This is an optimization exercise on Yosys and OpenROAD, whose aim is small area, not a production implementation. Function was checked by simulation only, so behaviour that the tests miss may differ from the original. No activity file was given, so power comes from the tool's default toggle rates. No driver is modelled on the clock port, so clocking that relies on it looks cheaper here than on a real chip.

Design ixj_line, start of the top module:
module ixj_line (
    input             clk,
    input             rst,           
    input             cmd_valid,
    input      [31:0] cmd_word,
    output            cmd_ready,
    output reg        done,
    output     [31:0] rsp,
    output reg [1:0]  mode_wr_n,
    output     [1:0]  mode_wr_a,
    output     [1:0]  mode_wr_b,
    output            ringer,
    output            irq
);
clock: 30.0 ns
lec_check: 0
abc_area: 1
cap_margin: 10
core_margin: 2
core_utilization: 60
place_density: 0.7
slew_margin: 10
standard.sh (not shown) runs the stock make flow with config.mk's settings and CLKGATE_MAP_FILE= SYNTH_SCRIPT=/design/flow/synth_recipe.tcl, a recipe that flattens the netlist after the stock synthesis.
==> flow/flow/run.sh <==
#!/bin/bash
# Own layout flow: the standard layout (standard.sh) with three changes.
#  1. Synthesis maps the logic with the area recipe in abc_min_area.script. Every
#     other synthesis step is synth_recipe.tcl's, so the registers keep the standard
#     synthesis's names and cells (abc maps combinational logic only).
#  2. Port buffers are sky130_fd_sc_hd__buf_1.
#  3. Clock tree synthesis inserts no dummy loads.
# Each step writes its full output to a log of its own here (synth.log, layout.log);
# ORFS's per-stage logs are under orfs/logs/.
set -euo pipefail
flowdir=$(cd "$(dirname "${BASH_SOURCE[0]}")" && pwd)
work=$(pwd)
{
  printf 'set ::own_abc_script {%s}\n' "$flowdir/abc_min_area.script"
  cat "$flowdir/abc_wrap.tcl"
  cat synth_recipe.tcl
} > own_synth.tcl
sed "s#SYNTH_SCRIPT=[^ ]*#SYNTH_SCRIPT=$work/own_synth.tcl#" standard.sh > own_standard.sh
grep -q "SYNTH_SCRIPT=$work/own_synth.tcl" own_standard.sh
export BUFFER_PORTS_ARGS="-buffer_cell sky130_fd_sc_hd__buf_1"
export CTS_ARGS="-sink_clustering_enable -repair_clock_nets -dont_use_dummy_load -buf_list sky130_fd_sc_hd__clkbuf_8 -sink_clustering_size 16 -sink_clustering_max_diameter 70"
bash own_standard.sh synth > synth.log 2>&1
bash own_standard.sh > layout.log 2>&1
==> flow/flow/abc_min_area.script <==
strash
ifraig
dc2
strash
dch
map -a
mfs2
strash
dch
map -a
==> flow/flow/abc_wrap.tcl <==
# abc as ORFS's synth.tcl calls it, with its -script replaced by the own flow's.
proc abc {args} {
  set i [lsearch -exact $args -script]
  if { $i >= 0 } {
    lset args [expr { $i + 1 }] $::own_abc_script
  }
  yosys abc {*}$args
}
The baseline completed with no timing, DRC or antenna violations.
Edit:
--- a/flow/flow/run.sh
+++ b/flow/flow/run.sh
@@ -21 +21 @@
-export CTS_ARGS="-sink_clustering_enable -repair_clock_nets -dont_use_dummy_load -buf_list sky130_fd_sc_hd__clkbuf_8 -sink_clustering_size 16 -sink_clustering_max_diameter 70"
+export CTS_ARGS="-sink_clustering_enable -repair_clock_nets -dont_use_dummy_load -sink_clustering_size 30 -sink_clustering_max_diameter 100"
Clock skew is higher by 0.023 ns.
Design area is about the same.
Count of clock-buffer cells in the layout falls by 73.
Wire length rose by 4.0%.
Power rose by 1.2%.
Global-route usage came out higher by 0.95 points.
Cell count falls by 1.4%.
Setup slack degrades by 0.21 ns.
Register-to-register slack loses 0.09 ns.

* * *

Another version of the RTL of ixj_line (not shown whole).
Size: ~3900 cells after synthesis, about 2200 flip-flops, roughly 77 I/O pins, roughly 54000 um2 of cells after synthesis.
==> flow/design.v (excerpt) <==
module ixj_line (
    input             clk,
    input             rst,           
    input             cmd_valid,
    input      [31:0] cmd_word,
    output            cmd_ready,
    output reg        done,
    output     [31:0] rsp,
    output reg [1:0]  mode_wr_n,
    output     [1:0]  mode_wr_a,
    output     [1:0]  mode_wr_b,
    output            ringer,
    output            irq
);
export LEC_CHECK = 0
export ABC_AREA = 1
export CAP_MARGIN = 10
export CORE_MARGIN = 2
export CORE_UTILIZATION = 60
export PLACE_DENSITY = 0.7
export SLEW_MARGIN = 10
create_clock -name core_clock -period 30.0 [get_ports {clk}]
==> flow/flow/run.sh <==
#!/bin/bash
# Own layout flow: the standard layout (standard.sh) with three changes.
#  1. Synthesis maps the logic with the area recipe in abc_min_area.script. Every
#     other synthesis step is synth_recipe.tcl's, so the registers keep the standard
#     synthesis's names and cells (abc maps combinational logic only).
#  2. Port buffers are sky130_fd_sc_hd__buf_1.
#  3. Clock tree synthesis inserts no dummy loads.
# Each step writes its full output to a log of its own here (synth.log, layout.log);
# ORFS's per-stage logs are under orfs/logs/.
set -euo pipefail
flowdir=$(cd "$(dirname "${BASH_SOURCE[0]}")" && pwd)
work=$(pwd)
{
  printf 'set ::own_abc_script {%s}\n' "$flowdir/abc_min_area.script"
  cat "$flowdir/abc_wrap.tcl"
  cat synth_recipe.tcl
} > own_synth.tcl
sed "s#SYNTH_SCRIPT=[^ ]*#SYNTH_SCRIPT=$work/own_synth.tcl#" standard.sh > own_standard.sh
grep -q "SYNTH_SCRIPT=$work/own_synth.tcl" own_standard.sh
export BUFFER_PORTS_ARGS="-buffer_cell sky130_fd_sc_hd__buf_1"
export CTS_ARGS="-sink_clustering_enable -repair_clock_nets -dont_use_dummy_load -sink_clustering_size 30 -sink_clustering_max_diameter 100"
bash own_standard.sh synth > synth.log 2>&1
bash own_standard.sh > layout.log 2>&1
Scripts as last shown in full above: flow/flow/abc_min_area.script, flow/flow/abc_wrap.tcl
Change:
==> flow/run.sh (new file) <==
#!/bin/bash
# synth_recipe.tcl (not shown) runs the flow's synth.tcl, then flattens the netlist and writes it again
# the make line also repeats each setting of config.mk as NAME=value (left out here)
make -C /OpenROAD-flow-scripts/flow DESIGN_CONFIG=/design/flow/config.mk WORK_HOME=/design/flow/orfs CLKGATE_MAP_FILE= SYNTH_SCRIPT=/design/flow/synth_recipe.tcl finish
- ABC_AREA: 1 -> default
- CTS_CLUSTER_DIAMETER: default -> 100
- CTS_CLUSTER_SIZE: default -> 30
removed: flow/flow/run.sh
removed: flow/flow/abc_min_area.script
removed: flow/flow/abc_wrap.tcl
removed: flow/standard.sh
The changed run completed with no timing, DRC or antenna violations.
Total power is higher by 1.1%.
First-iteration DRC count is higher by 1.9%.
Fmax is higher by 6.4%.
Global-route usage is higher by 1.4 points.
Die area is higher by 3.8%.
Sequential power is about the same.
Hold slack gets better by 0.030 ns.
Area after synthesis is higher by 3.8%.
Final cell count hardly moves.
Combinational power barely changes.
Change:
- ABC_AREA: default -> 1
After rerunning: Setup slack is better by 1.8 ns. Power came out higher by 0.89%. Via count went up by about 0.7%. Cell area went down by about 1.3%. Die area fell by about 1.6%. Clock-buffer cell count went up by 1. Synthesized cell count increases by about 7%. Hold slack gains 0.0059 ns. Utilization fell by 0.36 points. Non-clock buffer count shrinks by 16.

afterwards: timing with drivers on the ports:
Ports are ideal in the flow. The routed layouts listed here were re-timed in OpenROAD.
Step 1 (the two cells are an assumption about what drives the block):
set clk [get_ports {clk}]
set_driving_cell -lib_cell sky130_fd_sc_hd__clkbuf_16 $clk
set_driving_cell -lib_cell sky130_fd_sc_hd__buf_2 [delete_from_list [all_inputs] $clk]
Step 2 adds t to the input delays and takes it off the output delays; t is the mean of the earliest and latest rising clock arrival at the registers after step 1. Input paths then give back, and output paths get back, about the clock's delay inside the block.
Three values: ideal, step 1, step 2; two values: the first two.
run	shift t [ns]	slack for setup (ns)	worst hold slack (ns)	slew at the worst register clock pin (ns)
the first run of note 1	0.875	15.619 / 15.633 / 14.758	0.280 / 0.280 / 0.280	0.12 / 0.12
the second run of note 1	0.731	15.412 / 15.425 / 14.695	0.257 / 0.257 / 0.257	0.12 / 0.12
the first run of note 2	0.722	15.825 / 15.868 / 15.146	0.276 / 0.276 / 0.276	0.11 / 0.11
the second run of note 2	0.764	16.678 / 16.724 / 15.960	0.306 / 0.306 / 0.306	0.12 / 0.12
the third run of note 2	0.784	18.460 / 18.499 / 17.715	0.312 / 0.312 / 0.312	0.12 / 0.12
After both steps setup and hold are still met in every run listed. The setup slack of the first run of note 1, which loses most, moves by +0.014 ns with the drivers and by -0.861 ns with both steps.
